From an optimization exercise on the open Yosys and OpenROAD flow, aimed at small area, a short achievable clock period and few clock cycles; shortcuts taken in it are not production practice.
Where RTL was checked, it was by simulation tests only, not by an equivalence proof against the original.
The clock port is modelled as an ideal driver; clocking choices that lean on that would not hold on a real chip.
Power figures rest on the tool's default switching activity, not on a simulated workload.

==> module fpp, before the edit <==
module fpp (
    input  wire         clk,
    input  wire         rst,           
    input  wire         in_valid,
    output wire         in_ready,
    input  wire [2:0]   in_kind,
    input  wire [7:0]   in_data,
    output wire [3:0]   status,
    output wire [6:0]   rxlen,
    output wire [191:0] sb             
);
    localparam [2:0] K_START = 3'd0;
    localparam [2:0] K_BYTE  = 3'd1;
    localparam [2:0] K_END   = 3'd2;
    localparam [2:0] K_ERROR = 3'd3;
    localparam [1:0] P_NF  = 2'd0;    
    localparam [1:0] P_INC = 2'd1;    
    localparam [1:0] P_CHK = 2'd2;    
    localparam [1:0] P_OK  = 2'd3;    
    reg [6:0]   rxlen_r;     
    reg [3:0]   status_r;
    reg [191:0] sb_r;
    reg [191:0] cand;        
    reg         clr;         
    reg         clr_ld;      
    reg         rdy;         
    reg         pbv;         
    reg [7:0]   pbd;         
    reg [1:0]   pst;
    reg         pok;         
    reg         prev42;      
    reg [4:0]   j;           
    reg [7:0]   acc_lo;      
    reg         acc_cy;      
    reg [4:0]   acc_hi;      
    reg         hi_ok;       
    assign in_ready = rdy;
    wire go      = in_valid & rdy;
    wire a_start = go & (in_kind == K_START);
    wire a_byte  = go & (in_kind == K_BYTE);
    wire a_end   = go & (in_kind == K_END);
    wire a_error = go & (in_kind == K_ERROR);
    wire a_parse = go & in_kind[2];
    wire infr  = (pst == P_INC);
    wire shift = clr | (pbv & infr & (j >= 5'd4) & (j < 5'd28));
    always @(posedge clk)
        if (shift)
            cand <= {cand[183:0], pbd & {8{~clr}}};
    wire load = clr_ld | (in_valid & in_kind[2] & pok);
    integer k;
    always @(posedge clk)
        if (load)
            for (k = 0; k < 12; k = k + 1)
                sb_r[16*k +: 16] <= cand[191 - 16*k -: 16];
    reg [1:0] pst_n;
    always @* begin
        pst_n = pst;
        if (pbv) begin
            if (pst == P_NF && prev42 && pbd == 8'h4D)
                pst_n = P_INC;
            if (pst == P_INC && j == 5'd31)
                pst_n = (hi_ok && acc_lo == pbd) ? P_OK : P_CHK;
        end
        if (a_start || a_error)
            pst_n = P_NF;
    end
    always @(posedge clk) begin
        pbd <= in_data;
        if (rst) begin
            clr      <= 1'b1;
            clr_ld   <= 1'b0;
            rdy      <= 1'b0;
            j        <= 5'd0;
            rxlen_r  <= 7'd0;
            status_r <= 4'd0;
            pbv      <= 1'b0;
            pst      <= P_NF;
            pok      <= 1'b0;
            prev42   <= 1'b0;
        end else if (clr) begin
            j      <= j + 5'd1;
            clr_ld <= (j == 5'd23);
            if (clr_ld) begin
                clr <= 1'b0;
                rdy <= 1'b1;
            end
        end else begin
            pbv <= a_byte & ~rxlen_r[6] & ~(pbv & (rxlen_r == 7'd63));
            rxlen_r <= rxlen_r + {6'd0, pbv};
            pst <= pst_n;
            pok <= (pst_n == P_OK);
            acc_hi <= acc_hi + {4'd0, acc_cy};
            acc_cy <= 1'b0;
            if (pbv) begin
                prev42 <= (pbd == 8'h42);
                if (pst == P_NF) begin
                    j      <= 5'd2;
                    acc_lo <= 8'h8F;     
                    acc_hi <= 5'd0;
                end else begin
                    j <= j + 5'd1;
                    if (j < 5'd30)
                        {acc_cy, acc_lo} <= {1'b0, acc_lo} + {1'b0, pbd};
                    if (j == 5'd30)
                        hi_ok <= ({3'd0, acc_hi + {4'd0, acc_cy}} == pbd);
                end
            end
            if (a_start) begin
                rxlen_r <= 7'd0;
                prev42  <= 1'b0;
            end
            if (a_end)
                status_r <= 4'd0;
            if (a_error) begin
                rxlen_r  <= 7'd0;
                status_r <= 4'd8;
            end
            if (a_parse)
                case (pst)
                    P_NF:    status_r <= 4'd4;
                    P_INC:   status_r <= 4'd5;
                    P_CHK:   status_r <= 4'd3;
                    default: status_r <= 4'd0;
                endcase
        end
    end
    assign status = status_r;
    assign rxlen  = rxlen_r;
    assign sb     = sb_r;
endmodule
==> flow/config.mk <==
export PLATFORM = sky130hd
export DESIGN_NAME = fpp
export DESIGN_NICKNAME = fpp
export VERILOG_FILES = /design/flow/design.v
export SDC_FILE = /design/flow/constraint.sdc
export NUM_CORES = 4
export LEC_CHECK = 0
export CAP_MARGIN = 20
export CORE_MARGIN = 2
export CORE_UTILIZATION = 55
export SETUP_SLACK_MARGIN = 3.75
export SLEW_MARGIN = 20
==> flow/constraint.sdc <==
create_clock -name core_clock -period 6.0 [get_ports {clk}]
set_input_delay 1.2000 -clock core_clock [delete_from_list [all_inputs] [get_ports {clk}]]
set_output_delay 1.2000 -clock core_clock [all_outputs]
set_load 0.01 [all_outputs]
standard.sh (not shown) runs the stock make flow with config.mk's settings and CLKGATE_MAP_FILE= SYNTH_SCRIPT=/design/flow/synth_recipe.tcl, a recipe that flattens the netlist after the stock synthesis.
==> flow/flow/run.sh <==
#!/bin/bash
# The standard layout (standard.sh) with these changes:
#  - the port buffers are buf_1 cells instead of the slow delay cells that
#    buffer_ports picks by default;
#  - the clock tree uses larger sink clusters of clkbuf_16 (fewer buffers);
#  - after CTS, the clock port drives the tree's second level directly and
#    the root buffer is removed (clk_root.tcl), and each second-level
#    buffer is split in two, each half near its loads (clk_split.tcl): the
#    port drives 4 buffers, and every register still has the same number
#    of buffers on its clock path.
# Each step writes its full output to a log file of its own here.
set -euo pipefail
export BUFFER_PORTS_ARGS="-buffer_cell sky130_fd_sc_hd__buf_1"
export CTS_ARGS="-sink_clustering_enable -repair_clock_nets -buf_list sky130_fd_sc_hd__clkbuf_16 -sink_clustering_size 25 -sink_clustering_max_diameter 100 -sink_buffer_max_cap_derate 1.0"
bash standard.sh cts > make_to_cts.log 2>&1
R=orfs/results/${FLOW_PLATFORM}/fpp/base
ODB_IN=$R/4_1_cts.odb ODB_OUT=$R/4_1_cts.odb openroad -no_init -exit flow/clk_root.tcl > clk_root.log 2>&1
ODB_IN=$R/4_1_cts.odb ODB_OUT=$R/4_1_cts.odb openroad -no_init -exit flow/clk_split.tcl > clk_split.log 2>&1
cp $R/4_1_cts.odb $R/4_cts.odb
bash standard.sh finish > make_finish.log 2>&1
Other scripts of this flow, unchanged in this note and not shown: flow/flow/clk_root.tcl, flow/flow/clk_split.tcl
Next try:
--- a/flow/design.v
+++ b/flow/design.v
@@ -31,7 +31,5 @@
     reg         prev42;      
     reg [4:0]   j;           
-    reg [7:0]   acc_lo;      
-    reg         acc_cy;      
-    reg [4:0]   acc_hi;      
+    reg [12:0]  acc;         
     reg         hi_ok;       
     assign in_ready = rdy;
@@ -60,5 +58,5 @@
                 pst_n = P_INC;
             if (pst == P_INC && j == 5'd31)
-                pst_n = (hi_ok && acc_lo == pbd) ? P_OK : P_CHK;
+                pst_n = (hi_ok && acc[7:0] == pbd) ? P_OK : P_CHK;
         end
         if (a_start || a_error)
@@ -86,22 +84,18 @@
             end
         end else begin
-            pbv <= a_byte & ~rxlen_r[6] & ~(pbv & (rxlen_r == 7'd63));
-            rxlen_r <= rxlen_r + {6'd0, pbv};
+            pbv <= a_byte & ~rxlen_r[6];
             pst <= pst_n;
             pok <= (pst_n == P_OK);
-            acc_hi <= acc_hi + {4'd0, acc_cy};
-            acc_cy <= 1'b0;
             if (pbv) begin
                 prev42 <= (pbd == 8'h42);
                 if (pst == P_NF) begin
-                    j      <= 5'd2;
-                    acc_lo <= 8'h8F;     
-                    acc_hi <= 5'd0;
+                    j   <= 5'd2;
+                    acc <= 13'h008F;     
                 end else begin
                     j <= j + 5'd1;
                     if (j < 5'd30)
-                        {acc_cy, acc_lo} <= {1'b0, acc_lo} + {1'b0, pbd};
+                        acc <= acc + {5'd0, pbd};
                     if (j == 5'd30)
-                        hi_ok <= ({3'd0, acc_hi + {4'd0, acc_cy}} == pbd);
+                        hi_ok <= ({3'd0, acc[12:8]} == pbd);
                 end
             end
@@ -110,4 +104,6 @@
                 prev42  <= 1'b0;
             end
+            if (a_byte && !rxlen_r[6])
+                rxlen_r <= rxlen_r + 7'd1;
             if (a_end)
                 status_r <= 4'd0;
The new run produced a clean layout.
Setup slack loses 0.12 ns.
Final area went up by 0.58%.
Total power went down by about 0.5%.
Global-route usage went up by 0.12 points.
Cell count went up by about 0.32%.
Die area went up by 0.42%.
First-iteration DRC count went down by about 27%.
Testbench counts after the change, summed over its fixed seeds: cycles 15,751.
Function not checked in the first run of this note: the RTL went through the layout flow alone.

* * *

== red ==
The RTL this note starts from:
==> flow/design.v <==
module fpp (
    input  wire         clk,
    input  wire         rst,           
    input  wire         in_valid,
    output wire         in_ready,
    input  wire [2:0]   in_kind,
    input  wire [7:0]   in_data,
    output wire [3:0]   status,
    output wire [6:0]   rxlen,
    output wire [191:0] sb             
);
    localparam [2:0] K_START = 3'd0;
    localparam [2:0] K_BYTE  = 3'd1;
    localparam [2:0] K_END   = 3'd2;
    localparam [2:0] K_ERROR = 3'd3;
    localparam [1:0] P_NF  = 2'd0;    
    localparam [1:0] P_INC = 2'd1;    
    localparam [1:0] P_CHK = 2'd2;    
    localparam [1:0] P_OK  = 2'd3;    
    reg [6:0]   rxlen_r;     
    reg [3:0]   status_r;
    reg [191:0] sb_r;
    reg [191:0] cand;        
    reg         clr;         
    reg         ldp;         
    reg         rdy;         
    reg         pbv;         
    reg [7:0]   pbd;         
    reg [1:0]   pst;
    reg         pok;         
    reg         prev42;      
    reg [4:0]   j;           
    reg [12:0]  acc;         
    reg         hi_ok;       
    assign in_ready = rdy;
    wire go      = in_valid & rdy;
    wire a_start = go & (in_kind == K_START);
    wire a_byte  = go & (in_kind == K_BYTE);
    wire a_end   = go & (in_kind == K_END);
    wire a_error = go & (in_kind == K_ERROR);
    wire a_parse = go & in_kind[2];
    wire infr  = (pst == P_INC);
    wire shift = clr | (pbv & infr & (j >= 5'd4) & (j < 5'd28));
    always @(posedge clk)
        if (shift)
            cand <= {cand[183:0], pbd & {8{~clr}}};
    wire load = ldp;
    integer k;
    always @(posedge clk)
        if (load)
            for (k = 0; k < 12; k = k + 1)
                sb_r[16*k +: 16] <= cand[191 - 16*k -: 16];
    reg [1:0] pst_n;
    always @* begin
        pst_n = pst;
        if (pbv) begin
            if (pst == P_NF && prev42 && pbd == 8'h4D)
                pst_n = P_INC;
            if (pst == P_INC && j == 5'd31)
                pst_n = (hi_ok && acc[7:0] == pbd) ? P_OK : P_CHK;
        end
        if (a_start || a_error)
            pst_n = P_NF;
    end
    always @(posedge clk) begin
        pbd <= in_data;
        if (rst) begin
            clr      <= 1'b1;
            ldp      <= 1'b0;
            rdy      <= 1'b0;
            j        <= 5'd0;
            rxlen_r  <= 7'd0;
            status_r <= 4'd0;
            pbv      <= 1'b0;
            pst      <= P_NF;
            pok      <= 1'b0;
            prev42   <= 1'b0;
        end else if (clr) begin
            j   <= j + 5'd1;
            ldp <= (j == 5'd23);
            if (ldp) begin
                clr <= 1'b0;
                rdy <= 1'b1;
            end
        end else begin
            ldp <= a_parse & pok;
            rdy <= ~(a_parse & pok);
            pbv <= a_byte & ~rxlen_r[6];
            pst <= pst_n;
            pok <= (pst_n == P_OK);
            if (pbv) begin
                prev42 <= (pbd == 8'h42);
                if (pst == P_NF) begin
                    j   <= 5'd2;
                    acc <= 13'h008F;     
                end else begin
                    j <= j + 5'd1;
                    if (j < 5'd30)
                        acc <= acc + {5'd0, pbd};
                    if (j == 5'd30)
                        hi_ok <= ({3'd0, acc[12:8]} == pbd);
                end
            end
            if (a_start) begin
                rxlen_r <= 7'd0;
                prev42  <= 1'b0;
            end
            if (a_byte && !rxlen_r[6])
                rxlen_r <= rxlen_r + 7'd1;
            if (a_end)
                status_r <= 4'd0;
            if (a_error) begin
                rxlen_r  <= 7'd0;
                status_r <= 4'd8;
            end
            if (a_parse)
                case (pst)
                    P_NF:    status_r <= 4'd4;
                    P_INC:   status_r <= 4'd5;
                    P_CHK:   status_r <= 4'd3;
                    default: status_r <= 4'd0;
                endcase
        end
    end
    assign status = status_r;
    assign rxlen  = rxlen_r;
    assign sb     = sb_r;
endmodule
Settings: LEC_CHECK=0, CAP_MARGIN=20, CORE_MARGIN=2, CORE_UTILIZATION=55, SETUP_SLACK_MARGIN=3.75, SLEW_MARGIN=20; clock period 6.0 ns.
==> flow/flow/run.sh <==
#!/bin/bash
# The standard layout (standard.sh) with three changes:
#  - the port buffers are buf_1 cells instead of the slow delay cells that
#    buffer_ports picks by default;
#  - the clock tree uses larger sink clusters of clkbuf_16 (fewer buffers);
#  - after CTS, the clock port drives the tree's second level directly and
#    the root buffer is removed (clk_root.tcl), one buffer fewer on every
#    register's clock path.
# Each step writes its full output to a log file of its own here.
set -euo pipefail
export BUFFER_PORTS_ARGS="-buffer_cell sky130_fd_sc_hd__buf_1"
export CTS_ARGS="-sink_clustering_enable -repair_clock_nets -buf_list sky130_fd_sc_hd__clkbuf_16 -sink_clustering_size 25 -sink_clustering_max_diameter 100 -sink_buffer_max_cap_derate 1.0"
bash standard.sh cts > make_to_cts.log 2>&1
R=orfs/results/${FLOW_PLATFORM}/fpp/base
ODB_IN=$R/4_1_cts.odb ODB_OUT=$R/4_1_cts.odb openroad -no_init -exit flow/clk_root.tcl > clk_root.log 2>&1
cp $R/4_1_cts.odb $R/4_cts.odb
bash standard.sh finish > make_finish.log 2>&1
==> flow/flow/clk_root.tcl <==
read_db $::env(ODB_IN)
set block [ord::get_db_block]
set clknet [[$block findBTerm clk] getNet]
set roots {}
foreach it [$clknet getITerms] { lappend roots $it }
if {[llength $roots] != 1} { puts "clock port drives [llength $roots] pins; nothing done"; write_db $::env(ODB_OUT); exit }
set root [[lindex $roots 0] getInst]
set rootnet ""
foreach it [$root getITerms] { if {[$it isOutputSignal]} { set rootnet [$it getNet] } }
set loads {}
set ok 1
foreach it [$rootnet getITerms] {
  if {![$it isInputSignal]} continue
  lappend loads $it
  if {![string match "sky130_fd_sc_hd__clkbuf*" [[[$it getInst] getMaster] getName]]} { set ok 0 }
}
if {!$ok || [llength $loads] > 4 || [llength $loads] == 0} { puts "root drives [llength $loads] pins (all buffers: $ok); nothing done"; write_db $::env(ODB_OUT); exit }
foreach it $loads { $it disconnect; $it connect $clknet }
puts "removed root [$root getName]: [llength $loads] buffers now driven by the clock port"
odb::dbInst_destroy $root
odb::dbNet_destroy $rootnet
write_db $::env(ODB_OUT)
Relative to red, the following input files were edited for blue:
--- a/flow/design.v
+++ b/flow/design.v
@@ -22,7 +22,7 @@
     reg [191:0] sb_r;
     reg [191:0] cand;        
     reg         clr;         
-    reg         ldp;         
+    reg         clr_ld;      
     reg         rdy;         
     reg         pbv;         
     reg [7:0]   pbd;         
@@ -44,7 +44,7 @@
     always @(posedge clk)
         if (shift)
             cand <= {cand[183:0], pbd & {8{~clr}}};
-    wire load = ldp;
+    wire load = clr_ld | (in_valid & in_kind[2] & pok);
     integer k;
     always @(posedge clk)
         if (load)
@@ -66,7 +66,7 @@
         pbd <= in_data;
         if (rst) begin
             clr      <= 1'b1;
-            ldp      <= 1'b0;
+            clr_ld   <= 1'b0;
             rdy      <= 1'b0;
             j        <= 5'd0;
             rxlen_r  <= 7'd0;
@@ -76,15 +76,13 @@
             pok      <= 1'b0;
             prev42   <= 1'b0;
         end else if (clr) begin
-            j   <= j + 5'd1;
-            ldp <= (j == 5'd23);
-            if (ldp) begin
+            j      <= j + 5'd1;
+            clr_ld <= (j == 5'd23);
+            if (clr_ld) begin
                 clr <= 1'b0;
                 rdy <= 1'b1;
             end
         end else begin
-            ldp <= a_parse & pok;
-            rdy <= ~(a_parse & pok);
             pbv <= a_byte & ~rxlen_r[6];
             pst <= pst_n;
             pok <= (pst_n == P_OK);
### Flow results
Against red, wire length of the first global-routing pass in blue came out worse.
blue against red: worst hold slack after final layout moved up, final area moved up, global-route usage moved up, number of buffers added for setup after CTS moved down.
Testbench counts of blue, summed over its fixed seeds: cycles 15,751.
The RTL of red was laid out without a check of its function.

afterwards: timing with drivers on the ports:
How much do the figures lean on ideal ports? The routed layouts below were timed once more, with nothing changed but the port constraints. Step 1 sets driving cells, clkbuf_16 on the clock port and buf_2 on the other inputs (assumed; they add their load-dependent delay and slew). Step 2 moves the port delays by t, midway between the first and last clock arrival at a register: inputs arrive t later, outputs are due t later. That takes back most of the time a late clock gives input paths. a / b / c = ideal / step 1 / step 2; a / b = the first two.
run	shift t [ns]	slack for setup (ns)	worst setup path after step 2	latest minus earliest clock arrival (ns)	worst data-port slew with drivers (ns)
the first run of note 1	0.412	3.818 / 3.785 / 3.484	input to register	0.043 / 0.043	0.03
the second run of note 1	0.418	3.702 / 3.762 / 3.343	input to register	0.053 / 0.053	0.05
red	0.440	3.723 / 3.723 / 3.485	input to register	0.029 / 0.028	0.03
blue	0.445	3.764 / 3.758 / 3.341	input to register	0.028 / 0.028	0.05
After both steps setup and hold are still met in every run listed. For blue, which loses most, drivers alone change the setup slack by -0.006 ns; drivers and shift together by -0.423 ns.
